Context: an optimization exercise on an open-source flow, tuned for small area, a short achievable clock period and few clock cycles. The choices shown serve that exercise and are no tape-out recipe. No run shown here included a check of the RTL's function; only the layout flow was run. Power and IR drop assume default switching activity.

<file path="design.v">
module stackmat_core (
    input  wire        clk,
    input  wire        rst,
    input  wire        cmd_valid,
    output wire        cmd_ready,
    input  wire [79:0] cmd,
    output wire        rsp_valid,
    output wire [7:0]  rsp_status,
    output wire        rsp_flag,
    output wire [63:0] rsp_val,
    output wire [7:0]  rsp_len,
    output wire        dat_valid,
    output wire [7:0]  dat_byte,
    output wire        tx_valid,
    output wire [3:0]  tx_len,
    output wire [71:0] tx_data,
    input  wire        tx_ack,
    input  wire        tx_err,
    input  wire [7:0]  tx_n
);
    localparam [7:0] OP_FMT   = 8'h01;
    localparam [7:0] OP_CONV  = 8'h02;
    localparam [7:0] OP_CSUM  = 8'h03;
    localparam [7:0] OP_MARK  = 8'h04;
    localparam [7:0] OP_ENC   = 8'h05;
    localparam [7:0] OP_RST   = 8'h10;
    localparam [7:0] OP_START = 8'h11;
    localparam [7:0] OP_STOP  = 8'h12;
    localparam [7:0] OP_TICK  = 8'h13;
    localparam [7:0] OP_ENCS  = 8'h14;
    localparam [7:0] OP_SEND  = 8'h20;
    localparam [7:0] OP_RXB   = 8'h21;
    localparam [7:0] OP_RXE   = 8'h22;
    localparam [7:0] OP_RD    = 8'h30;
    localparam [3:0] E_IDLE  = 4'd0;
    localparam [3:0] E_DIV   = 4'd1;
    localparam [3:0] E_WGO   = 4'd2;    
    localparam [3:0] E_PDIG  = 4'd3;    
    localparam [3:0] E_WRSP  = 4'd4;    
    localparam [3:0] E_SENDQ = 4'd5;    
    localparam [3:0] E_FPAD  = 4'd6;    
    localparam [3:0] E_FDIG  = 4'd7;    
    localparam [3:0] E_STOPF = 4'd8;    
    localparam [3:0] E_CONVF = 4'd9;    
    localparam [2:0] J_TICK  = 3'd0;
    localparam [2:0] J_ENC   = 3'd1;
    localparam [2:0] J_ENCS  = 3'd2;
    localparam [2:0] J_RD3   = 3'd3;
    localparam [2:0] J_FLUSH = 3'd4;
    localparam [2:0] J_RD6   = 3'd5;
    localparam [2:0] D_TICK = 3'd0;
    localparam [2:0] D_STOP = 3'd1;
    localparam [2:0] D_CONV = 3'd2;
    localparam [2:0] D_ENC  = 3'd3;
    localparam [2:0] D_ENCS = 3'd4;
    localparam [1:0] P_DIV = 2'd0;
    localparam [1:0] P_ENC = 2'd1;
    localparam [1:0] P_REG = 2'd2;
    localparam V_V8    = 0;
    localparam V_START = 1;
    localparam V_FLD   = 2;
    localparam V_CONV  = 3;
    localparam V_TXOFF = 4;
    localparam V_NQ    = 5;
    function [7:0] marker;
        input [1:0] st;
        begin
            case (st)
                2'd0:    marker = 8'h00;
                2'd1:    marker = 8'h49;
                2'd2:    marker = 8'h20;
                default: marker = 8'h53;
            endcase
        end
    endfunction
    function hold_op;
        input [7:0] o;
        begin
            hold_op = (o == OP_FMT) || (o == OP_CONV) || (o == OP_ENC) ||
                      (o == OP_STOP) || (o == OP_TICK);
        end
    endfunction
    function [7:0] dig2;
        input [7:0] v;
        integer i;
        reg [19:0] sh;
        begin
            sh = {12'd0, v};
            for (i = 0; i < 8; i = i + 1) begin
                if (sh[11:8]  >= 4'd5) sh[11:8]  = sh[11:8]  + 4'd3;
                if (sh[15:12] >= 4'd5) sh[15:12] = sh[15:12] + 4'd3;
                sh = sh << 1;
            end
            dig2 = sh[15:8];
        end
    endfunction
    function [4:0] dstep10;
        input [3:0] r;
        input       d;
        reg         q;
        reg   [2:0] h;
        begin
            q = r[3] | (r[2] & (r[1] | r[0]));
            h = {r[3] & r[0], r[3] ? ~r[0] : (r[1] & r[0]), ~r[0]};
            dstep10 = {q, q ? h : r[2:0], d};
        end
    endfunction
    function [6:0] dstep60;
        input [5:0] r;
        input       d;
        reg         q;
        reg   [4:0] h;
        begin
            q = r[5] | (r[4] & r[3] & r[2] & r[1]);
            h = r[5] ? (r[4:0] + 5'd2) : {4'd0, r[0]};
            dstep60 = {q, q ? h : r[4:0], d};
        end
    endfunction
    function [63:0] pow10;
        input [4:0] k;
        begin
            pow10 = ({64{k == 5'd0}}  & 64'h1)
                  | ({64{k == 5'd1}}  & 64'ha)
                  | ({64{k == 5'd2}}  & 64'h64)
                  | ({64{k == 5'd3}}  & 64'h3e8)
                  | ({64{k == 5'd4}}  & 64'h2710)
                  | ({64{k == 5'd5}}  & 64'h186a0)
                  | ({64{k == 5'd6}}  & 64'hf4240)
                  | ({64{k == 5'd7}}  & 64'h989680)
                  | ({64{k == 5'd8}}  & 64'h5f5e100)
                  | ({64{k == 5'd9}}  & 64'h3b9aca00)
                  | ({64{k == 5'd10}} & 64'h2540be400)
                  | ({64{k == 5'd11}} & 64'h174876e800)
                  | ({64{k == 5'd12}} & 64'he8d4a51000)
                  | ({64{k == 5'd13}} & 64'h9184e72a000)
                  | ({64{k == 5'd14}} & 64'h5af3107a4000)
                  | ({64{k == 5'd15}} & 64'h38d7ea4c68000)
                  | ({64{k == 5'd16}} & 64'h2386f26fc10000)
                  | ({64{k == 5'd17}} & 64'h16345785d8a0000)
                  | ({64{k == 5'd18}} & 64'hde0b6b3a7640000)
                  | ({64{k == 5'd19}} & 64'h8ac7230489e80000);
        end
    endfunction
    reg [1:0]  state_q;
    reg [63:0] start_q;
    reg [7:0]  min_q;
    reg [5:0]  sec_q;       
    reg [9:0]  ms_q;        
    reg [1:0]  pk_mk;       
    reg [23:0] pk_d;        
    reg [5:0]  pk_sum;      
    reg [9:0]  toh;         
    reg [63:0] cap_q;
    reg [3:0]  caplen_q;
    wire [3:0] txoff = {toh[8] | toh[9],
                        toh[4] | toh[5] | toh[6] | toh[7],
                        toh[2] | toh[3] | toh[6] | toh[7],
                        toh[1] | toh[3] | toh[5] | toh[7] | toh[9]};
    function [7:0] pktbyte;
        input [4:0] i;
        begin
            case (i)
                5'd0:    pktbyte = marker(pk_mk);
                5'd1:    pktbyte = {4'h3, pk_d[3:0]};
                5'd2:    pktbyte = {4'h3, pk_d[7:4]};
                5'd3:    pktbyte = {4'h3, pk_d[11:8]};
                5'd4:    pktbyte = {4'h3, pk_d[15:12]};
                5'd5:    pktbyte = {4'h3, pk_d[19:16]};
                5'd6:    pktbyte = {4'h3, pk_d[23:20]};
                5'd7:    pktbyte = {2'b01, pk_sum};
                5'd8:    pktbyte = 8'h0D;
                default: pktbyte = 8'h00;
            endcase
        end
    endfunction
    reg [79:0] cw;
    reg        cv;
    reg        pd_hold;
    reg [3:0]  es;
    reg [2:0]  jk;
    reg [2:0]  dk;
    reg [1:0]  pdsrc;
    reg [4:0]  cnt;         
    reg [3:0]  fd;          
    reg [3:0]  rA;          
    reg [3:0]  rB;          
    reg [3:0]  rC;          
    reg [5:0]  rD;          
    reg [7:0]  m_q;         
    reg [1:0]  p_status;
    reg        p_flag;
    reg [5:0]  p_vsel;
    reg [7:0]  v8_q;
    reg        o_strm;
    reg        o_src;       
    reg [7:0]  o_rem;
    reg [3:0]  o_idx;
    reg [7:0]  o_len;
    reg        o_flag;
    reg [2:0]  pq_cnt;
    reg        send_pend;
    reg        rsp_valid_q;
    reg [1:0]  rsp_status_q;
    reg        rsp_flag_q;
    reg [7:0]  rsp_len_q;
    reg [5:0]  rsp_vsel_q;
    reg        dat_valid_q;
    reg [7:0]  dat_byte_q;
    reg        tx_valid_q;
    reg        ack_q;
    reg        err_q;
    reg [7:0]  n_q;
    reg        sink_busy;
    reg        sink_err;
    wire [7:0]  op = cw[79:72];
    wire [7:0]  b  = cw[71:64];
    wire [63:0] a  = cw[63:0];
    wire a_z_hi  = ~|a[63:48];
    wire a_z_mid = ~|a[47:32];
    wire a_z_lo  = ~|a[31:0];
    wire a_z     = a_z_hi & a_z_mid & a_z_lo;
    wire b_z     = ~|b;
    reg legal;
    always @(*) begin
        case (op)
            OP_FMT:   legal = 1'b1;
            OP_CONV,
            OP_START,
            OP_STOP,
            OP_TICK:  legal = b_z;
            OP_CSUM:  legal = b_z & a_z_hi;
            OP_MARK:  legal = ~|b[7:2] & a_z;
            OP_ENC:   legal = ~|b[7:2] & a_z_hi & a_z_mid;
            OP_RST,
            OP_ENCS,
            OP_SEND:  legal = b_z & a_z;
            OP_RXB,
            OP_RXE:   legal = a_z;
            OP_RD:    legal = ~|b[7:3] & a_z & (b[2:0] != 3'd7);
            default:  legal = 1'b0;
        endcase
    end
    wire is_ts  = (op == OP_TICK) || (op == OP_STOP);
    wire is_fmt = (op == OP_FMT);
    wire is_enc = (op == OP_ENC);
    wire [7:0] csum = a[47:40] + a[39:32] + a[31:24] + a[23:16] + a[15:8] + a[7:0]
                    + 8'd32;
    wire [63:0] sub_b = is_ts ? start_q : (is_fmt ? pow10(cnt) : 64'd0);
    wire [64:0] sub   = {1'b0, a} - {1'b0, sub_b};
    wire [63:0] s     = sub[63:0];
    wire        s_ge  = ~sub[64];
    wire s_z_hi  = ~|s[63:28];
    wire s_z_mid = ~|s[27:16];
    wire opt48   = is_enc | (s_z_hi & s_z_mid);
    wire opt36   = s_z_hi;
    wire [63:0] s_load = opt48 ? {s[15:0], 32'd0, s[31:16]} :
                         opt36 ? {s[27:0], 36'd0} : s;
    wire [4:0]  cnt_load = opt48 ? 5'd4 : (opt36 ? 5'd7 : 5'd16);
    wire        div_ms = (dk == D_ENCS);
    reg  [3:0]  din;
    always @(*) begin
        if (!div_ms)           din = a[63:60];
        else if (cnt == 5'd3)  din = {2'b00, ms_q[9:8]};
        else if (cnt == 5'd2)  din = ms_q[7:4];
        else                   din = ms_q[3:0];
    end
    reg [3:0]  st_a, st_b, st_c;
    reg [5:0]  st_d;
    reg [3:0]  st_q;
    reg [4:0]  st_xa, st_xb, st_xc;
    reg [6:0]  st_xd;
    integer    si;
    always @(*) begin
        st_a = rA;
        st_b = rB;
        st_c = rC;
        st_d = rD;
        st_q = 4'd0;
        for (si = 0; si < 4; si = si + 1) begin
            st_xa = dstep10(st_a, din[3-si]);
            st_a  = st_xa[3:0];
            st_xb = dstep10(st_b, st_xa[4]);
            st_b  = st_xb[3:0];
            st_xc = dstep10(st_c, st_xb[4]);
            st_c  = st_xc[3:0];
            st_xd = dstep60(st_d, st_xc[4]);
            st_d  = st_xd[5:0];
            st_q[3-si] = st_xd[6];
        end
    end
    wire [9:0] ms_bin = {rC, 6'd0} + {rC, 5'd0} + {rC, 2'd0} + {rB, 3'd0} + {rB, 1'b0} + rA;
    reg [7:0] bm;
    reg [7:0] bs;
    always @(*) begin
        case (pdsrc)
            P_DIV:   begin bm = m_q;      bs = {2'b00, rD};    end
            P_ENC:   begin bm = a[31:24]; bs = a[23:16];       end
            default: begin bm = min_q;    bs = {2'b00, sec_q}; end
        endcase
    end
    wire [7:0]  dg_m  = dig2(bm);
    wire [7:0]  dg_s  = dig2(bs);
    wire [23:0] new_d = {rA, rB, rC, dg_s[3:0], dg_s[7:4], dg_m[3:0]};
    wire [5:0]  pk_dsum = {2'b00, pk_d[3:0]} + {2'b00, pk_d[7:4]} + {2'b00, pk_d[11:8]}
                        + {2'b00, pk_d[15:12]} + {2'b00, pk_d[19:16]} + {2'b00, pk_d[23:20]};
    wire out_idle = !o_strm && !send_pend && (pq_cnt == 3'd0);
    wire out_last = o_strm    ? ((o_rem == 8'd0) && !send_pend && (pq_cnt == 3'd0)) :
                    send_pend ? (!sink_busy && (pq_cnt == 3'd0)) :
                                (pq_cnt <= 3'd1);
    wire pq_pop   = !o_strm && !send_pend && (pq_cnt != 3'd0);
    assign cmd_ready  = !cv || ((es == E_IDLE) && !pd_hold);
    assign rsp_valid  = rsp_valid_q;
    assign rsp_status = {6'd0, rsp_status_q};
    assign rsp_flag   = rsp_flag_q;
    assign rsp_len    = rsp_len_q;
    assign rsp_val    = ({64{rsp_vsel_q[V_START]}} & start_q)
                      | ({64{rsp_vsel_q[V_FLD]}}   & {32'd0, min_q, 2'b00, sec_q, 6'd0, ms_q})
                      | ({64{rsp_vsel_q[V_CONV]}}  & {32'd0, m_q, 2'b00, rD, 6'd0, rC[1:0], rB, rA})
                      | {56'd0, ({8{rsp_vsel_q[V_V8]}}    & v8_q)
                              | ({8{rsp_vsel_q[V_TXOFF]}} & {4'd0, txoff})
                              | ({8{rsp_vsel_q[V_NQ]}}    & n_q)};
    assign dat_valid  = dat_valid_q;
    assign dat_byte   = dat_byte_q;
    assign tx_valid   = tx_valid_q;
    assign tx_len     = 4'd9 - txoff;
    wire [71:0] pkv = {8'h0D, 2'b01, pk_sum,
                       4'h3, pk_d[23:20], 4'h3, pk_d[19:16], 4'h3, pk_d[15:12],
                       4'h3, pk_d[11:8], 4'h3, pk_d[7:4], 4'h3, pk_d[3:0],
                       marker(pk_mk)};
    reg [71:0] txd;
    integer    ti, tk;
    always @(*) begin
        txd = 72'd0;
        for (ti = 0; ti < 9; ti = ti + 1)
            for (tk = 0; tk < 9; tk = tk + 1)
                if (ti + tk < 9)
                    txd[8*ti +: 8] = txd[8*ti +: 8] | ({8{toh[tk]}} & pkv[8*(ti+tk) +: 8]);
    end
    assign tx_data = txd;
    reg push;
    reg kick;
    task null_rsp;
        begin
            if (pq_cnt == 3'd7) begin
                p_status <= 2'd0;
                p_flag   <= 1'b0;
                p_vsel   <= 6'd0;
                es       <= E_WRSP;
            end else begin
                push = 1'b1;
            end
        end
    endtask
    task go_pkt;
        input [1:0] mk;
        input [1:0] src;
        begin
            o_strm <= 1'b1;
            o_idx  <= 4'd0;
            o_src  <= 1'b0;
            o_rem  <= 8'd8;
            o_len  <= 8'd9;
            o_flag <= 1'b0;
            pk_mk  <= mk;
            pdsrc  <= src;
            es     <= E_PDIG;
        end
    endtask
    always @(posedge clk) begin
        push = 1'b0;
        kick = 1'b0;
        if (cmd_ready) begin
            cw      <= cmd;
            pd_hold <= hold_op(cmd[79:72]);
        end
        rsp_valid_q <= 1'b0;
        dat_valid_q <= 1'b0;
        if (o_strm) begin
            dat_valid_q <= 1'b1;
            dat_byte_q  <= o_src ? cap_q[o_idx[2:0]*8 +: 8] : pktbyte({1'b0, o_idx});
            if (o_rem == 8'd0) begin
                rsp_valid_q  <= 1'b1;
                rsp_status_q <= 2'd0;
                rsp_flag_q   <= o_flag;
                rsp_len_q    <= o_len;
                rsp_vsel_q   <= 6'd0;
                o_strm       <= 1'b0;
            end else begin
                o_rem <= o_rem - 8'd1;
                o_idx <= o_idx + 4'd1;
            end
        end else if (send_pend) begin
            if (!sink_busy) begin
                rsp_valid_q  <= 1'b1;
                rsp_status_q <= {1'b0, sink_err};
                rsp_flag_q   <= 1'b0;
                rsp_len_q    <= 8'd0;
                rsp_vsel_q   <= sink_err ? (6'd1 << V_NQ) : 6'd0;
                send_pend    <= 1'b0;
            end
        end else if (pq_cnt != 3'd0) begin
            rsp_valid_q  <= 1'b1;
            rsp_status_q <= 2'd0;
            rsp_flag_q   <= 1'b0;
            rsp_len_q    <= 8'd0;
            rsp_vsel_q   <= 6'd0;
        end
        pk_sum <= pk_dsum;
        ack_q <= tx_valid_q & tx_ack;
        err_q <= tx_err;
        if (tx_valid_q) n_q <= tx_n;
        if (tx_valid_q && tx_ack) tx_valid_q <= 1'b0;
        if (ack_q) begin
            if (err_q) begin
                sink_busy <= 1'b0;
                sink_err  <= 1'b1;
            end else if (n_q >= {4'd0, 4'd9 - txoff}) begin
                toh       <= 10'd1 << 9;
                sink_busy <= 1'b0;
                sink_err  <= 1'b0;
            end else begin
                toh        <= 10'd1 << (txoff + n_q[3:0]);
                tx_valid_q <= 1'b1;
            end
        end
        case (es)
            E_IDLE: begin
                if (cv) begin
                    if (!legal) begin
                        p_status <= 2'd3;
                        p_flag   <= 1'b0;
                        p_vsel   <= 6'd0;
                        es       <= E_WRSP;
                        if (pd_hold) cv <= 1'b0;
                    end else begin
                        case (op)
                            OP_FMT: begin
                                if (out_idle) begin
                                    if (b_z) begin
                                        null_rsp;
                                        cv <= 1'b0;
                                    end else begin
                                        cnt <= 5'd19;
                                        fd  <= 4'd0;
                                        if (b > 8'd20) begin
                                            o_rem <= b - 8'd20;
                                            es    <= E_FPAD;
                                        end else begin
                                            es <= E_FDIG;
                                        end
                                    end
                                end
                            end
                            OP_CONV, OP_TICK, OP_ENC: begin
                                cw[63:0] <= s_load;
                                cnt  <= cnt_load;
                                rA   <= 4'd0;
                                rB   <= 4'd0;
                                rC   <= 4'd0;
                                rD   <= 6'd0;
                                m_q  <= 8'd0;
                                dk   <= (op == OP_CONV) ? D_CONV : (op == OP_TICK) ? D_TICK : D_ENC;
                                es   <= E_DIV;
                            end
                            OP_STOP: begin
                                if (state_q == 2'd2) begin
                                    cw[63:0] <= s_load;
                                    cnt  <= cnt_load;
                                    rA   <= 4'd0;
                                    rB   <= 4'd0;
                                    rC   <= 4'd0;
                                    rD   <= 6'd0;
                                    m_q  <= 8'd0;
                                    dk   <= D_STOP;
                                    es   <= E_DIV;
                                end else begin
                                    null_rsp;
                                    cv <= 1'b0;
                                end
                            end
                            OP_CSUM: begin
                                v8_q     <= csum;
                                p_status <= 2'd0;
                                p_flag   <= 1'b0;
                                p_vsel   <= 6'd1 << V_V8;
                                es       <= E_WRSP;
                            end
                            OP_MARK: begin
                                v8_q     <= marker(b[1:0]);
                                p_status <= 2'd0;
                                p_flag   <= 1'b0;
                                p_vsel   <= 6'd1 << V_V8;
                                es       <= E_WRSP;
                            end
                            OP_RST: begin
                                state_q  <= 2'd1;
                                min_q    <= 8'd0;
                                sec_q    <= 6'd0;
                                ms_q     <= 10'd0;
                                p_status <= 2'd0;
                                p_flag   <= 1'b1;
                                p_vsel   <= 6'd0;
                                es       <= E_WRSP;
                            end
                            OP_START: begin
                                if (state_q == 2'd1) begin
                                    start_q  <= a;
                                    state_q  <= 2'd2;
                                    p_status <= 2'd0;
                                    p_flag   <= 1'b1;
                                    p_vsel   <= 6'd0;
                                    es       <= E_WRSP;
                                end else begin
                                    null_rsp;
                                end
                            end
                            OP_ENCS: begin
                                cnt  <= 5'd3;
                                rA   <= 4'd0;
                                rB   <= 4'd0;
                                rC   <= 4'd0;
                                rD   <= 6'd0;
                                dk   <= D_ENCS;
                                es   <= E_DIV;
                            end
                            OP_SEND: begin
                                if (!send_pend && (pq_cnt == 3'd0))
                                    kick = 1'b1;
                                else
                                    es <= E_SENDQ;
                            end
                            OP_RXB: begin
                                if (b_z || (b == 8'h0D) || (caplen_q == 4'd8)) begin
                                    if (caplen_q == 4'd0) begin
                                        p_status <= 2'd0;
                                        p_flag   <= 1'b1;
                                        p_vsel   <= 6'd0;
                                        es       <= E_WRSP;
                                    end else begin
                                        jk <= J_FLUSH;
                                        es <= E_WGO;
                                    end
                                end else begin
                                    cap_q[caplen_q[2:0]*8 +: 8] <= b;
                                    caplen_q <= caplen_q + 4'd1;
                                    null_rsp;
                                end
                            end
                            OP_RXE: begin
                                v8_q     <= b;
                                p_status <= 2'd2;
                                p_flag   <= 1'b0;
                                p_vsel   <= 6'd1 << V_V8;
                                es       <= E_WRSP;
                            end
                            default: begin   
                                p_status <= 2'd0;
                                p_flag   <= 1'b0;
                                case (b[2:0])
                                    3'd0: begin
                                        v8_q   <= {6'd0, state_q};
                                        p_vsel <= 6'd1 << V_V8;
                                        es     <= E_WRSP;
                                    end
                                    3'd1: begin
                                        p_vsel <= 6'd1 << V_START;
                                        es     <= E_WRSP;
                                    end
                                    3'd2: begin
                                        p_vsel <= 6'd1 << V_FLD;
                                        es     <= E_WRSP;
                                    end
                                    3'd3: begin
                                        jk <= J_RD3;
                                        es <= E_WGO;
                                    end
                                    3'd4: begin
                                        p_vsel <= 6'd1 << V_TXOFF;
                                        es     <= E_WRSP;
                                    end
                                    3'd5: begin
                                        v8_q   <= {4'd0, caplen_q};
                                        p_vsel <= 6'd1 << V_V8;
                                        es     <= E_WRSP;
                                    end
                                    default: begin
                                        if (caplen_q == 4'd0) begin
                                            null_rsp;
                                        end else begin
                                            jk <= J_RD6;
                                            es <= E_WGO;
                                        end
                                    end
                                endcase
                            end
                        endcase
                    end
                end
            end
            E_DIV: begin
                if (!div_ms) cw[63:0] <= {a[59:0], 4'd0};
                rA       <= st_a;
                rB       <= st_b;
                rC       <= st_c;
                rD       <= st_d;
                m_q      <= {m_q[3:0], st_q};
                cnt      <= cnt - 5'd1;
                if (cnt == 5'd1) begin
                    case (dk)
                        D_TICK: begin
                            cv <= 1'b0;
                            if (out_last) begin
                                go_pkt(2'd2, P_DIV);
                            end else begin
                                jk <= J_TICK;
                                es <= E_WGO;
                            end
                        end
                        D_ENC: begin
                            if (out_last) begin
                                go_pkt(b[1:0], P_ENC);
                            end else begin
                                jk <= J_ENC;
                                es <= E_WGO;
                            end
                        end
                        D_ENCS: begin
                            if (out_last) begin
                                go_pkt(state_q, P_REG);
                            end else begin
                                jk <= J_ENCS;
                                es <= E_WGO;
                            end
                        end
                        D_STOP: begin
                            cv <= 1'b0;
                            es <= E_STOPF;
                        end
                        default: begin   
                            cv <= 1'b0;
                            es <= E_CONVF;
                        end
                    endcase
                end
            end
            E_WGO: begin
                if (out_last) begin
                    o_strm <= 1'b1;
                    o_idx  <= 4'd0;
                    case (jk)
                        J_FLUSH, J_RD6: begin
                            o_src    <= 1'b1;
                            o_rem    <= {4'd0, caplen_q} - 8'd1;
                            o_len    <= {4'd0, caplen_q};
                            o_flag   <= (jk == J_FLUSH);
                            if (jk == J_FLUSH) caplen_q <= 4'd0;
                            es       <= E_IDLE;
                        end
                        J_TICK: go_pkt(2'd2, P_DIV);
                        J_ENC:  go_pkt(b[1:0], P_ENC);
                        J_ENCS: go_pkt(state_q, P_REG);
                        default: begin   
                            o_src  <= 1'b0;
                            o_rem  <= 8'd8;
                            o_len  <= 8'd9;
                            o_flag <= 1'b0;
                            es     <= E_IDLE;
                        end
                    endcase
                end
            end
            E_PDIG: begin
                pk_d   <= new_d;
                if (pdsrc == P_ENC) cv <= 1'b0;
                es <= E_IDLE;
            end
            E_WRSP: begin
                if (out_idle) begin
                    rsp_valid_q  <= 1'b1;
                    rsp_status_q <= p_status;
                    rsp_flag_q   <= p_flag;
                    rsp_len_q    <= 8'd0;
                    rsp_vsel_q   <= p_vsel;
                    es           <= E_IDLE;
                end
            end
            E_SENDQ: begin
                if (!send_pend && (pq_cnt == 3'd0)) begin
                    kick = 1'b1;
                    es <= E_IDLE;
                end
            end
            E_CONVF: begin
                {rC, rB, rA} <= {2'b00, ms_bin};
                p_status <= 2'd0;
                p_flag   <= 1'b0;
                p_vsel   <= 6'd1 << V_CONV;
                es       <= E_WRSP;
            end
            E_STOPF: begin
                min_q    <= m_q;
                sec_q    <= rD;
                ms_q     <= ms_bin;
                state_q  <= 2'd3;
                p_status <= 2'd0;
                p_flag   <= 1'b1;
                p_vsel   <= 6'd0;
                es       <= E_WRSP;
            end
            E_FPAD: begin
                dat_valid_q <= 1'b1;
                dat_byte_q  <= 8'h30;
                o_rem       <= o_rem - 8'd1;
                if (o_rem == 8'd1) es <= E_FDIG;
            end
            E_FDIG: begin
                if (s_ge) begin
                    cw[63:0] <= s;
                    fd       <= fd + 4'd1;
                end else begin
                    if ({3'd0, cnt} < b) begin
                        dat_valid_q <= 1'b1;
                        dat_byte_q  <= {4'h3, fd};
                    end
                    fd <= 4'd0;
                    if (cnt == 5'd0) begin
                        rsp_valid_q  <= 1'b1;
                        rsp_status_q <= 2'd0;
                        rsp_flag_q   <= 1'b0;
                        rsp_len_q    <= b;
                        rsp_vsel_q   <= 6'd0;
                        cv           <= 1'b0;
                        es           <= E_IDLE;
                    end else begin
                        cnt <= cnt - 5'd1;
                    end
                end
            end
            default: es <= E_IDLE;
        endcase
        if (cmd_ready) cv <= cmd_valid;
        if (kick) begin
            toh        <= 10'd1;
            tx_valid_q <= 1'b1;
            sink_busy  <= 1'b1;
            send_pend  <= 1'b1;
        end
        pq_cnt <= pq_cnt + {2'd0, push} - {2'd0, pq_pop};
        if (rst) begin
            cv          <= 1'b0;
            es          <= E_IDLE;
            o_strm      <= 1'b0;
            pq_cnt      <= 3'd0;
            send_pend   <= 1'b0;
            rsp_valid_q <= 1'b0;
            dat_valid_q <= 1'b0;
            tx_valid_q  <= 1'b0;
            ack_q       <= 1'b0;
            sink_busy   <= 1'b0;
            state_q     <= 2'd1;
            start_q     <= 64'd0;
            min_q       <= 8'd0;
            sec_q       <= 6'd0;
            ms_q        <= 10'd0;
            pk_mk       <= 2'd1;
            pk_d        <= 24'd0;
            pk_sum      <= 6'd0;
            toh         <= 10'd1;
            caplen_q    <= 4'd0;
        end
    end
endmodule
</file>
<file path="run.sh">
#!/bin/bash
# synth_recipe.tcl (not shown) runs the flow's synth.tcl, then flattens the netlist and writes it again
# the make line also repeats each setting of config.mk as NAME=value (left out here)
make -C /OpenROAD-flow-scripts/flow DESIGN_CONFIG=/design/flow/config.mk WORK_HOME=/design/flow/orfs CLKGATE_MAP_FILE= SYNTH_SCRIPT=/design/flow/synth_recipe.tcl finish
</file>
<file path="config.mk">
export PLATFORM = sky130hd
export DESIGN_NAME = stackmat_core
export DESIGN_NICKNAME = stackmat_core
export VERILOG_FILES = /design/flow/design.v
export SDC_FILE = /design/flow/constraint.sdc
export NUM_CORES = 4
export LEC_CHECK = 0
export CAP_MARGIN = 20
export CORE_MARGIN = 2
export CORE_UTILIZATION = 40
export SLEW_MARGIN = 20
</file>
<file path="constraint.sdc">
create_clock -name core_clock -period 17.0 [get_ports {clk}]
set_input_delay 3.4000 -clock core_clock [delete_from_list [all_inputs] [get_ports {clk}]]
set_output_delay 3.4000 -clock core_clock [all_outputs]
set_load 0.01 [all_outputs]
</file>
==> results of run 1 <==
==> final cells by class <==
class / count / area share
diodes: 3 / 0.000190
clock buffers: 65 / 0.0351
clock inverters: 29 / 0.00913
inverters: 171 / 0.0163
multi-input cells: 3485 / 0.571
flip-flops and latches: 409 / 0.247
well taps: 1144 / 0.0363
repair buffers: 368 / 0.0852
==> how the worst min path moves through the flow <==
stage	from	to	slack (ns)
final	dat_byte_q[7]	dat_byte_q[7]	0.48
after floorplan	err_q	sink_err	0.42
after CTS	dat_byte_q[7]	dat_byte_q[7]	0.48
after global placement	start_q[13]	start_q[13]	0.46
after global routing	start_q[55]	start_q[55]	0.49
after detailed placement	dat_byte_q[4]	dat_byte_q[4]	0.47
==> registers in the layout, indices dropped and copies added, names as in the netlist, 6 cells and up <==
signal and flops:
cw 80, m_q 8, o_rem 8, dat_byte_q 8, sec_q 6, pk_sum 6
cap_q 64, p_vsel 6, rD 6, v8_q 8, rsp_vsel_q 6, n_q 8
pk_d 24, toh 10, ms_q 10, rsp_len_q 8, start_q 64, min_q 8
==> through the flow <==
step                      instance area [sq um]   util  std cells
after global routing                      39500  0.464       5672
after CTS                                 39500  0.464       5671
after detailed placement                  37700  0.444       5577
final                                     39500  0.464       5674
after floorplan                           34300      -       4402
after global placement                    37700  0.444       5577
==> power by group <==
| group | switching (W) | total (W) | internal, W | leakage [nW] |
|---|---|---|---|---|
| combinational | 0.00364 | 0.00559 | 0.00195 | 10.7 |
| clock | 0.000481 | 0.00115 | 0.000672 | 0.855 |
| sequential | 0.000320 | 0.00153 | 0.00121 | 3.51 |
==> kinds of logic after synthesis <==
logic type,Yosys count,synth area share
AOI/OAI and AO/OA,1488,0.285
xor gates and xnor gates,125,0.0320
adders and majority gates,215,0.0902
buffers and inverters,508,0.0611
DFF,409,0.285
muxes,128,0.0429
other,1,0.000110
and+or+nand+nor,1510,0.203
==> metal layers <==
| metal | vias up | share of wire |
|---|---|---|
| li1 | 16300 | - |
| met1 | 17600 | 0.41 |
| met2 | 2385 | 0.42 |
| met3 | 466 | 0.11 |
| met4 | 2 | 0.061 |
| met5 | - | 0.000055 |
==> placed cells by master (no fill, tap or decap), types with 50 or more instances in the layout <==
cell type,synthesis,layout
edfxtp_1,156,156
a211oi_1,61,61
nor2_1,397,392
buf_4,31,127
a21oi_1,486,486
nand2_1,557,556
a22o_1,91,91
nand3_1,111,110
o21ai_0,255,255
inv_1,170,170
mux2i_1,96,96
fa_1,53,53
a22oi_1,81,81
clkdlybuf4s50_1,0,241
dfxtp_1,253,252
a31oi_1,50,50
xnor2_1,82,82
nor3_1,91,89
ha_1,161,161
clkbuf_16,0,50
and2_1,75,75
==> worst max-delay path, stage by stage (launching register included) <==
cell and delay, ns:
edfxtp_1 0.76, inv_1 0.26, nor2_1 0.77, nand2_1 0.35, nand2_1 0.23, nand2_1 0.07, a21oi_1 0.73, a211oi_1 0.21
ha_1 0.59, nand2_1 0.15, nor2_1 0.23, nand2_1 0.14, a311oi_1 0.79, or2_1 0.37, xor2_1 0.27, a311o_1 0.34
nor4_1 0.24, and4b_1 0.29, and4b_1 0.57, a31oi_2 0.33, a21oi_1 0.93, o221ai_1 0.22
==> impl_metrics.csv, run 1 <==
group,metric,value,unit
run_status,status,"finished clean",
place,portBuffers,242,
yosys,yosys_warnings,1,
finish,num-fill-cells,8518,
yosys,yosysMostFrequentCell,"nand2_1",
drt,vias_per_cell,6.49,
sta,fmax,0.110,GHz
yosys,synth_common_cells,"nand2_1, a21oi_1, nor2_1, o21ai_0, dfxtp_1",
clocking,cts_resized,0,
die,start_util,0.402,
clocking,cts_buffer_depth,3,
setup_path,arrival,9.50,ns
die,core-area,85000,sq um
clocking,cts_max_level,2,
clocking,hold_buffers,0,
setup_path,crit_fanout,17,
setup_path,criticalPathCategory,"reg -> reg",
drt,drtIter0Drc,4624,
clocking,root_buffer,"clkbuf_16",
setup_path,timing.rr.start,"cnt[3]",
sta,worstMarginPinSlew,1.21,ns
setup_path,crit_path_end,"cw[36]",
place,hpwlAfterDp,127,mm
yosys,async_reset_ff_frac,0,
setup_path,cp-end-kind,"flop",
yosys,netlist.area_leader.share,0.148,
sta,setup_viol,0,
drt,via_count,36800,
clocking,cts_setup_buffers,0,
yosys,synth_flop_cell,"dfxtp_1",
global_routing,grt_use_met1,0.498,
power_and_ir_drop,p_per_area,210,nW/um^2
die,die_h,296,um
yosys,ys_types,103,
finish,register_area,9750,sq um
die,row_count,107,
die,die_w,296,um
finish,nets,4792,
sta,min_period,9.08,ns
global_routing,grt_pass1_vias,33600,
die,die_area,87900,sq um
drt,remaining_drc_errors,0,
yosys,synth_top_cell_by_area,"dfxtp_1",
power_and_ir_drop,leakagePower,15.1,nW
drt,avgRoutedWirePerCell,29.0,um
global_routing,grt_busiest_layer,"met2",
flow_run,maxCapViolCount,0,
yosys,seq_area_frac_synth,0.285,
setup_path,cp_data_required_time,17.42,ns
yosys,synth-seq-cells,409,
setup_path,reg2reg_slack,7.92,ns
setup_path,reg2reg_to,"cw[36]",
yosys,synth_area,34200,sq um
sta,post-route-period-util,0.534,
global_routing,track_usage,0.363,
global_routing,globalRouteMet2Util,0.533,
sta,skew,0.0436,ns
yosys,synth.area.top_cells,"dfxtp_1, edfxtp_1, a21oi_1",
setup_path,worstRegToRegCells,21,
power_and_ir_drop,power,0.00827,W
drt,totalWireLength,165,mm
clocking,cts_tree,"yes",
yosys,syn_avg_cell_area,7.80,sq um
sta,hold_viol,0,
global_routing,antenna_found_initial,5,
global_routing,grt_max_degree,85,
setup_path,critPathLaunch,"cnt[3]",
global_routing,met3_usage,0.0826,
place,dp_slack,8.35,ns
finish,multi_input_area,22500,sq um
setup_path,worstSetupStartpointType,"flop",
sta,rsz0062_at_grt,"no",
sta,relSlewSlack,0.184,
global_routing,grt_pass1_wl,235,mm
clocking,cts.sinks,409,
sta,fin_setup_tns,0,ns
die,boundaryPins,262,
sta,slew_viol_final,0,
drt,antenna_left,0,
finish,syn_to_final_growth,15.4,%
global_routing,grt_overflow,0,
worst_hold_path,whs_path_depth,2,
power_and_ir_drop,peakVddDrop,0.353,mV
sta,holdWs,0.480,ns
yosys,synth_edf_count,156,
clocking,clk_pin_slew,0.06,ns
sta,timing.final.ws_setup,7.92,ns
clocking,cts_inserted_buffers,50,
finish,final_layout_size_suffix_gt1_frac,0.0687,
yosys,syn_inst,4384,
place,place.gp.congestion,1.08,
clocking,clk_latency,0.64,ns
worst_hold_path,hold_class,"reg -> reg",
drt,drt_pre_antenna_iters,10,
==> run 2: changes to the inputs <==
--- a/design.v
+++ b/design.v
@@ -52,7 +52,6 @@
     localparam [2:0] D_STOP = 3'd1;
     localparam [2:0] D_CONV = 3'd2;
     localparam [2:0] D_ENC  = 3'd3;
-    localparam [2:0] D_ENCS = 3'd4;
     localparam [1:0] P_DIV = 2'd0;
     localparam [1:0] P_ENC = 2'd1;
     localparam [1:0] P_REG = 2'd2;
@@ -80,18 +79,28 @@
                       (o == OP_STOP) || (o == OP_TICK);
         end
     endfunction
-    function [7:0] dig2;
+    function [3:0] mod10_8;
         input [7:0] v;
-        integer i;
-        reg [19:0] sh;
+        reg   [4:0] t;
+        reg   [4:0] w;
+        reg   [2:0] r;
         begin
-            sh = {12'd0, v};
-            for (i = 0; i < 8; i = i + 1) begin
-                if (sh[11:8]  >= 4'd5) sh[11:8]  = sh[11:8]  + 4'd3;
-                if (sh[15:12] >= 4'd5) sh[15:12] = sh[15:12] + 4'd3;
-                sh = sh << 1;
-            end
-            dig2 = sh[15:8];
+            t = {1'b0, v[7:4]} + {1'b0, v[3:0]};
+            w = {4'd0, t[4]} + {1'b0, t[3:0]};
+            r = (w >= 5'd15) ? w - 5'd15 : (w >= 5'd10) ? w - 5'd10 :
+                (w >= 5'd5)  ? w - 5'd5  : w;
+            mod10_8 = {1'b0, r} + ((r[0] ^ v[0]) ? 4'd5 : 4'd0);
+        end
+    endfunction
+    function [7:0] dig60;
+        input [5:0] v;
+        reg   [2:0] t;
+        reg   [5:0] u;
+        begin
+            t = (v >= 6'd50) ? 3'd5 : (v >= 6'd40) ? 3'd4 : (v >= 6'd30) ? 3'd3 :
+                (v >= 6'd20) ? 3'd2 : (v >= 6'd10) ? 3'd1 : 3'd0;
+            u = v - {t, 3'b000} - {2'b00, t, 1'b0};
+            dig60 = {1'b0, t, u[3:0]};
         end
     endfunction
     function [4:0] dstep10;
@@ -146,6 +155,7 @@
     reg [7:0]  min_q;
     reg [5:0]  sec_q;       
     reg [9:0]  ms_q;        
+    reg [11:0] ms_bcd;      
     reg [1:0]  pk_mk;       
     reg [23:0] pk_d;        
     reg [5:0]  pk_sum;      
@@ -176,6 +186,12 @@
     reg [79:0] cw;
     reg        cv;
     reg        pd_hold;
+    reg        pd_ts;       
+    reg        pd_fmt;      
+    reg        pd_enc;      
+    reg        fsign;       
+    reg        frst;        
+    reg        rdy_q;       
     reg [3:0]  es;
     reg [2:0]  jk;
     reg [2:0]  dk;
@@ -245,25 +261,44 @@
     wire is_enc = (op == OP_ENC);
     wire [7:0] csum = a[47:40] + a[39:32] + a[31:24] + a[23:16] + a[15:8] + a[7:0]
                     + 8'd32;
-    wire [63:0] sub_b = is_ts ? start_q : (is_fmt ? pow10(cnt) : 64'd0);
-    wire [64:0] sub   = {1'b0, a} - {1'b0, sub_b};
-    wire [63:0] s     = sub[63:0];
-    wire        s_ge  = ~sub[64];
-    wire s_z_hi  = ~|s[63:28];
-    wire s_z_mid = ~|s[27:16];
-    wire opt48   = is_enc | (s_z_hi & s_z_mid);
-    wire opt36   = s_z_hi;
-    wire [63:0] s_load = opt48 ? {s[15:0], 32'd0, s[31:16]} :
-                         opt36 ? {s[27:0], 36'd0} : s;
-    wire [4:0]  cnt_load = opt48 ? 5'd4 : (opt36 ? 5'd7 : 5'd16);
-    wire        div_ms = (dk == D_ENCS);
-    reg  [3:0]  din;
+    wire [63:0] sub_b = ({64{pd_ts}} & start_q) | ({64{pd_fmt}} & pow10(cnt));
+    wire [64:0] ad_a = {fsign, a};
+    wire [64:0] ad_b = {1'b0, sub_b} ^ {65{~fsign}};
+    wire        ad_ci = ~fsign;
+    reg  [64:0] ad_g, ad_p, ad_G, ad_P, ad_gn, ad_pn;
+    integer     adi, adl;
     always @(*) begin
-        if (!div_ms)           din = a[63:60];
-        else if (cnt == 5'd3)  din = {2'b00, ms_q[9:8]};
-        else if (cnt == 5'd2)  din = ms_q[7:4];
-        else                   din = ms_q[3:0];
+        ad_g = ad_a & ad_b;
+        ad_p = ad_a ^ ad_b;
+        ad_G = ad_g;
+        ad_P = ad_p;
+        ad_G[0] = ad_g[0] | (ad_p[0] & ad_ci);
+        for (adl = 1; adl < 128; adl = adl * 2) begin
+            ad_gn = ad_G;
+            ad_pn = ad_P;
+            for (adi = 0; adi < 65; adi = adi + 1)
+                if ((adi / adl) % 2 == 1) begin
+                    ad_gn[adi] = ad_G[adi] | (ad_P[adi] & ad_G[(adi / adl) * adl - 1]);
+                    ad_pn[adi] = ad_P[adi] & ad_P[(adi / adl) * adl - 1];
+                end
+            ad_G = ad_gn;
+            ad_P = ad_pn;
+        end
     end
+    wire [64:0] sub = ad_p ^ {ad_G[63:0], ad_ci};
+    wire [63:0] s     = sub[63:0];
+    wire        s_neg = sub[64];
+    wire [35:0] sk_a = a[63:28];
+    wire [35:0] sk_b = sub_b[63:28];
+    wire [35:0] sk_nb = ~sk_b;
+    wire sk_b28  = ~ad_G[27];    
+    wire sk_z0   = (sk_a == sk_b);
+    wire sk_z1   = ((sk_a ^ sk_nb) == {(sk_a[34:0] | sk_nb[34:0]), 1'b0});
+    wire opt36   = sk_b28 ? sk_z1 : sk_z0;
+    wire [63:0] s_load = pd_enc ? {s[23:0], 32'd0, s[31:24]} :
+                         opt36  ? {s[27:0], 36'd0} : s;
+    wire [4:0]  cnt_load = pd_enc ? 5'd6 : (opt36 ? 5'd7 : 5'd16);
+    wire [3:0]  din = a[63:60];
     reg [3:0]  st_a, st_b, st_c;
     reg [5:0]  st_d;
     reg [3:0]  st_q;
@@ -290,17 +325,20 @@
     end
     wire [9:0] ms_bin = {rC, 6'd0} + {rC, 5'd0} + {rC, 2'd0} + {rB, 3'd0} + {rB, 1'b0} + rA;
     reg [7:0] bm;
-    reg [7:0] bs;
+    reg [5:0] bs;
     always @(*) begin
         case (pdsrc)
-            P_DIV:   begin bm = m_q;      bs = {2'b00, rD};    end
-            P_ENC:   begin bm = a[31:24]; bs = a[23:16];       end
-            default: begin bm = min_q;    bs = {2'b00, sec_q}; end
+            P_DIV:   begin bm = m_q;      bs = rD;    end
+            P_ENC:   begin bm = a[31:24]; bs = rD;    end
+            default: begin bm = min_q;    bs = sec_q; end
         endcase
     end
-    wire [7:0]  dg_m  = dig2(bm);
-    wire [7:0]  dg_s  = dig2(bs);
-    wire [23:0] new_d = {rA, rB, rC, dg_s[3:0], dg_s[7:4], dg_m[3:0]};
+    wire [3:0]  dg_m1 = mod10_8(bm);
+    wire [7:0]  dg_s6 = dig60(bs);
+    wire [7:0]  dg_m  = {4'd0, dg_m1};
+    wire [7:0]  dg_s  = (pdsrc == P_ENC) ? m_q : dg_s6;
+    wire [11:0] dg_ms = (pdsrc == P_REG) ? ms_bcd : {rA, rB, rC};
+    wire [23:0] new_d = {dg_ms, dg_s[3:0], dg_s[7:4], dg_m[3:0]};
     wire [5:0]  pk_dsum = {2'b00, pk_d[3:0]} + {2'b00, pk_d[7:4]} + {2'b00, pk_d[11:8]}
                         + {2'b00, pk_d[15:12]} + {2'b00, pk_d[19:16]} + {2'b00, pk_d[23:20]};
     wire out_idle = !o_strm && !send_pend && (pq_cnt == 3'd0);
@@ -372,6 +410,9 @@
         if (cmd_ready) begin
             cw      <= cmd;
             pd_hold <= hold_op(cmd[79:72]);
+            pd_ts   <= (cmd[79:72] == OP_TICK) || (cmd[79:72] == OP_STOP);
+            pd_fmt  <= (cmd[79:72] == OP_FMT);
+            pd_enc  <= (cmd[79:72] == OP_ENC);
         end
         rsp_valid_q <= 1'b0;
         dat_valid_q <= 1'b0;
@@ -497,6 +538,7 @@
                                 min_q    <= 8'd0;
                                 sec_q    <= 6'd0;
                                 ms_q     <= 10'd0;
+                                ms_bcd   <= 12'd0;
                                 p_status <= 2'd0;
                                 p_flag   <= 1'b1;
                                 p_vsel   <= 6'd0;
@@ -515,13 +557,8 @@
                                 end
                             end
                             OP_ENCS: begin
-                                cnt  <= 5'd3;
-                                rA   <= 4'd0;
-                                rB   <= 4'd0;
-                                rC   <= 4'd0;
-                                rD   <= 6'd0;
-                                dk   <= D_ENCS;
-                                es   <= E_DIV;
+                                jk <= J_ENCS;
+                                es <= E_WGO;
                             end
                             OP_SEND: begin
                                 if (!send_pend && (pq_cnt == 3'd0))
@@ -598,13 +635,20 @@
                 end
             end
             E_DIV: begin
-                if (!div_ms) cw[63:0] <= {a[59:0], 4'd0};
+                cw[63:0] <= {a[59:0], 4'd0};
                 rA       <= st_a;
                 rB       <= st_b;
                 rC       <= st_c;
                 rD       <= st_d;
-                m_q      <= {m_q[3:0], st_q};
+                if (dk != D_ENC) m_q <= {m_q[3:0], st_q};
                 cnt      <= cnt - 5'd1;
+                if ((dk == D_ENC) && (cnt == 5'd5)) begin
+                    m_q <= {st_b, st_a};
+                    rA  <= 4'd0;
+                    rB  <= 4'd0;
+                    rC  <= 4'd0;
+                    rD  <= 6'd0;
+                end
                 if (cnt == 5'd1) begin
                     case (dk)
                         D_TICK: begin
@@ -624,14 +668,6 @@
                                 es <= E_WGO;
                             end
                         end
-                        D_ENCS: begin
-                            if (out_last) begin
-                                go_pkt(state_q, P_REG);
-                            end else begin
-                                jk <= J_ENCS;
-                                es <= E_WGO;
-                            end
-                        end
                         D_STOP: begin
                             cv <= 1'b0;
                             es <= E_STOPF;
@@ -701,6 +737,7 @@
                 min_q    <= m_q;
                 sec_q    <= rD;
                 ms_q     <= ms_bin;
+                ms_bcd   <= {rA, rB, rC};
                 state_q  <= 2'd3;
                 p_status <= 2'd0;
                 p_flag   <= 1'b1;
@@ -714,13 +751,17 @@
                 if (o_rem == 8'd1) es <= E_FDIG;
             end
             E_FDIG: begin
-                if (s_ge) begin
-                    cw[63:0] <= s;
-                    fd       <= fd + 4'd1;
+                cw[63:0] <= s;
+                fsign    <= s_neg;
+                if (frst) begin
+                    frst <= 1'b0;
+                    cnt  <= cnt - 5'd1;
+                end else if (s_neg == fsign) begin
+                    fd <= fd + 4'd1;
                 end else begin
                     if ({3'd0, cnt} < b) begin
                         dat_valid_q <= 1'b1;
-                        dat_byte_q  <= {4'h3, fd};
+                        dat_byte_q  <= {4'h3, fsign ? (4'd9 - fd) : fd};
                     end
                     fd <= 4'd0;
                     if (cnt == 5'd0) begin
@@ -730,7 +771,10 @@
                         rsp_len_q    <= b;
                         rsp_vsel_q   <= 6'd0;
                         cv           <= 1'b0;
+                        fsign        <= 1'b0;
                         es           <= E_IDLE;
+                    end else if (!fsign && (fd == 4'd0)) begin
+                        frst <= 1'b1;
                     end else begin
                         cnt <= cnt - 5'd1;
                     end
@@ -748,6 +792,8 @@
         pq_cnt <= pq_cnt + {2'd0, push} - {2'd0, pq_pop};
         if (rst) begin
             cv          <= 1'b0;
+            fsign       <= 1'b0;
+            frst        <= 1'b0;
             es          <= E_IDLE;
             o_strm      <= 1'b0;
             pq_cnt      <= 3'd0;
@@ -762,6 +808,7 @@
             min_q       <= 8'd0;
             sec_q       <= 6'd0;
             ms_q        <= 10'd0;
+            ms_bcd      <= 12'd0;
             pk_mk       <= 2'd1;
             pk_d        <= 24'd0;
             pk_sum      <= 6'd0;
==> run 2 against run 1 <==
  * Critical path type unchanged
  * Largest cell class unchanged
  * Critical path depth is 3 lower
  * First-iteration DRC count is 2.1% lower
  * Wire length is 13% lower
  * Clock skew is 0.0015 ns higher
  * Total power is 41% lower
  * Non-clock buffer count is 47 lower
  * Cell count is 8.0% lower
  * Maximum frequency is 32% higher
  * Still clean on timing, DRC and antenna
  * Core utilization is 0.082 points higher
  * Final area is 2.9% lower
==> impl_metrics.csv, run 2 <==
group,metric,value,unit
run_status,status,"finished clean",
clocking,cts_tree,"yes",
power_and_ir_drop,p_per_area,127,nW/um^2
sta,holdWs,0.467,ns
drt,via_count,33100,
yosys,synth.area.top_cells,"dfxtp_1, edfxtp_1, ha_1",
global_routing,grt_pass1_vias,30800,
sta,slew_viol_final,0,
drt,antenna_left,0,
sta,setup_viol,0,
global_routing,track_usage,0.325,
die,core-area,82400,sq um
sta,post-route-period-util,0.405,
power_and_ir_drop,power,0.00488,W
drt,drt_pre_antenna_iters,7,
clocking,cts_buffer_depth,3,
power_and_ir_drop,comb_power_share,0.486,
yosys,synth_flop_cell,"dfxtp_1",
setup_path,path_cells,"nor2_1, and3_1, a21o_1, nand2_1, nand2_1, a211o_1, xnor2_1, ha_1, and3_1, nand3_1, a211o_1, a31oi_1, o21ai_0, and4_1, or4_1, a21oi_2, a211oi_1, nor3_1",
yosys,synth_top_cell_by_area,"dfxtp_1",
sta,fin_setup_tns,0,ns
setup_path,cp_data_required_time,17.27,ns
finish,layout_commonest_cell,"nand2_1",
clocking,cts_setup_buffers,0,
yosys,synth_common_cells,"nand2_1, a21oi_1, nor2_1, dfxtp_1, clkbuf_1",
clocking,clk_pin_slew,0.06,ns
yosys,netlist.area_leader.share,0.160,
setup_path,critical_path.max_stage_delay,0.90,ns
global_routing,grt_overflow,0,
sta,timing.final.ws_setup,10.12,ns
power_and_ir_drop,p_int,0.00264,W
global_routing,grt_pass1_wl,210,mm
power_and_ir_drop,sequentialPowerShare,0.278,
power_and_ir_drop,swShare,0.459,
sta,hold_viol,0,
finish,final_layout_size_suffix_gt1_frac,0.0571,
finish,top_register,"cw",
sta,skew,0.0451,ns
drt,totalWireLength,144,mm
yosys,seq_area_frac_synth,0.302,
worst_hold_path,whs_path_depth,2,
finish,largest_reg_flops,80,
clocking,clk_latency,0.67,ns
die,die_area,85800,sq um
worst_hold_path,hold_class,"reg -> reg",
setup_path,critPathTopFamily,"simple AND/OR/NAND/NOR gates",
clocking,cts.sinks,424,
setup_path,path_depth,18,
clocking,cts_inserted_buffers,52,
drt,vias_per_cell,6.34,
setup_path,worstRegToRegCells,18,
clocking,cts_resized,0,
setup_path,worstSetupStartpointType,"flop",
drt,drtIter0Drc,4527,
setup_path,arrival,7.15,ns
clocking,root_buffer,"clkbuf_16",
clocking,hold_buffers,0,
finish,final_cell_mix,"nand2_1, a21oi_1, nor2_1",
setup_path,cp-end-kind,"flop",
finish,diodes,0,
yosys,syn_avg_cell_area,8.32,sq um
yosys,synth_area,33400,sq um
setup_path,worst_path_max_delay_cell,"edfxtp_1",
drt,remaining_drc_errors,0,
yosys,synth_edf_count,158,
place,portBuffers,242,
die,boundaryPins,262,
place,dp.cells,5122,
drt,avgRoutedWirePerCell,27.5,um
setup_path,path_buf_inv,0,
yosys,yosysMostFrequentCell,"nand2_1",
yosys,async_reset_ff_frac,0,
global_routing,antenna_found_initial,7,
yosys,ys_types,91,
power_and_ir_drop,p_sw,0.00224,W
die,row_count,105,
power_and_ir_drop,peakVddDrop,0.234,mV
die,start_util,0.405,
setup_path,crit_fanout,29,
place,dp_slack,10.29,ns
clocking,cts_max_level,2,
sta,fmax,0.145,GHz
finish,syn_to_final_growth,14.8,%
yosys,yosys_warnings,1,
die,die_h,293,um
power_and_ir_drop,leakagePower,15.2,nW
global_routing,grt_max_degree,82,
yosys,syn_inst,4010,
sta,worstMarginPinSlew,1.19,ns
finish,num-fill-cells,8028,
sta,min_period,6.88,ns
power_and_ir_drop,clockPowerShare,0.236,
place,hpwlAfterDp,109,mm
die,die_w,293,um
yosys,synth-seq-cells,424,
sta,relSlewSlack,0.203,
setup_path,criticalPathCategory,"reg -> reg",
sta,rsz0062_at_grt,"no",
finish,nets,4453,
place,place.gp.congestion,1.03,
flow_run,maxCapViolCount,0,
finish,final_cells,5218,
## run 2: cell count changes in the layout (fill, tap and decap cells not counted), sizes merged, moves of 26 or more
cell,previous run,this run
a21oi,489,292
nor2,397,285
o21ai,283,173
xnor2,82,149
buf,127,80
nand2,558,515
ha,161,195
xor2,43,72
a22oi,81,107
inv,175,201
nor3,92,66
## run 2: final timing paths
path                            slack, ns          end         from
worst min-delay path                 0.47  start_q[34]  start_q[34]
worst max-delay path                10.12       cnt[1]       cnt[2]
worst min register to register       0.47  start_q[34]  start_q[34]
worst max register to register      10.12       cnt[1]       cnt[2]
## run 2: tightest hold or removal path, cell delays in order, from the launching register on
cell and delay [ns]:
dfxtp_1 0.31, nand2_1 0.05, a21oi_1 0.05
## run 2: cell type report
| cell class | count | area, sq um | share of cell area |
|---|---|---|---|
| multi-input cells | 3108 | 21400 | 0.559 |
| repair buffers | 321 | 3010 | 0.0785 |
| flip-flops and latches | 424 | 10100 | 0.263 |
| clock inverters | 26 | 278 | 0.00725 |
| inverters | 199 | 749 | 0.0196 |
| well taps | 1070 | 1340 | 0.0349 |
| clock buffers | 70 | 1440 | 0.0376 |
## run 2: power by group through the flow
stage          Clock (W)  Combinational [W]  Sequential [W]
2_1_floorplan          0            0.00149         0.00124
3_3_place_gp           0            0.00229         0.00136
3_5_place_dp           0            0.00228         0.00136
4_1_cts          0.00116            0.00230         0.00134
5_1_grt          0.00120            0.00252         0.00135
6_report         0.00115            0.00238         0.00136
## run 2: cell families after synthesis
kind of cell,after synthesis,synth area share
compound gates,1164,0.243
xor+xnor,221,0.0580
fa+ha+maj,256,0.109
buf+inv,496,0.0594
flops,424,0.302
mux,117,0.0423
other cells,1,0.000112
simple gates,1331,0.187
## run 2: layer usage
layer	share of wire	track usage
met3	0.10	0.0696
met1	0.42	0.451
met4	0.057	0.161
met5	0.00039	0
met2	0.42	0.476
## run 2: metrics by stage
stage / cell area, sq um / util
detailed placement: 36600 / 0.444
global route: 38300 / 0.465
CTS: 38300 / 0.465
floorplan: 33400 / -
finish: 38300 / 0.465
global placement: 36600 / 0.444

==> separate check: timing with driven ports <==
Ports are ideal in the flow. The routed layouts listed here were re-timed in OpenROAD. Step 1 assumes that a clkbuf_16 drives the clock port and a buf_2 every other input. Step 2, shift: input delay + t, output delay - t, t = (earliest + latest rising clock arrival at the registers) / 2. This alone moves slack from input paths to output paths. Slacks: no drivers / after step 1 / after step 2; pairs: no drivers / after step 1.
| run | t, ns | setup slack, ns | slew at the worst register clock pin (ns) |
|---|---|---|---|
| run 1 | 0.690 | 7.917 / 7.917 / 7.917 | 0.07 / 0.07 |
| run 2 | 0.716 | 10.119 / 10.119 / 10.119 | 0.07 / 0.07 |
After both steps every run listed still meets setup and hold.
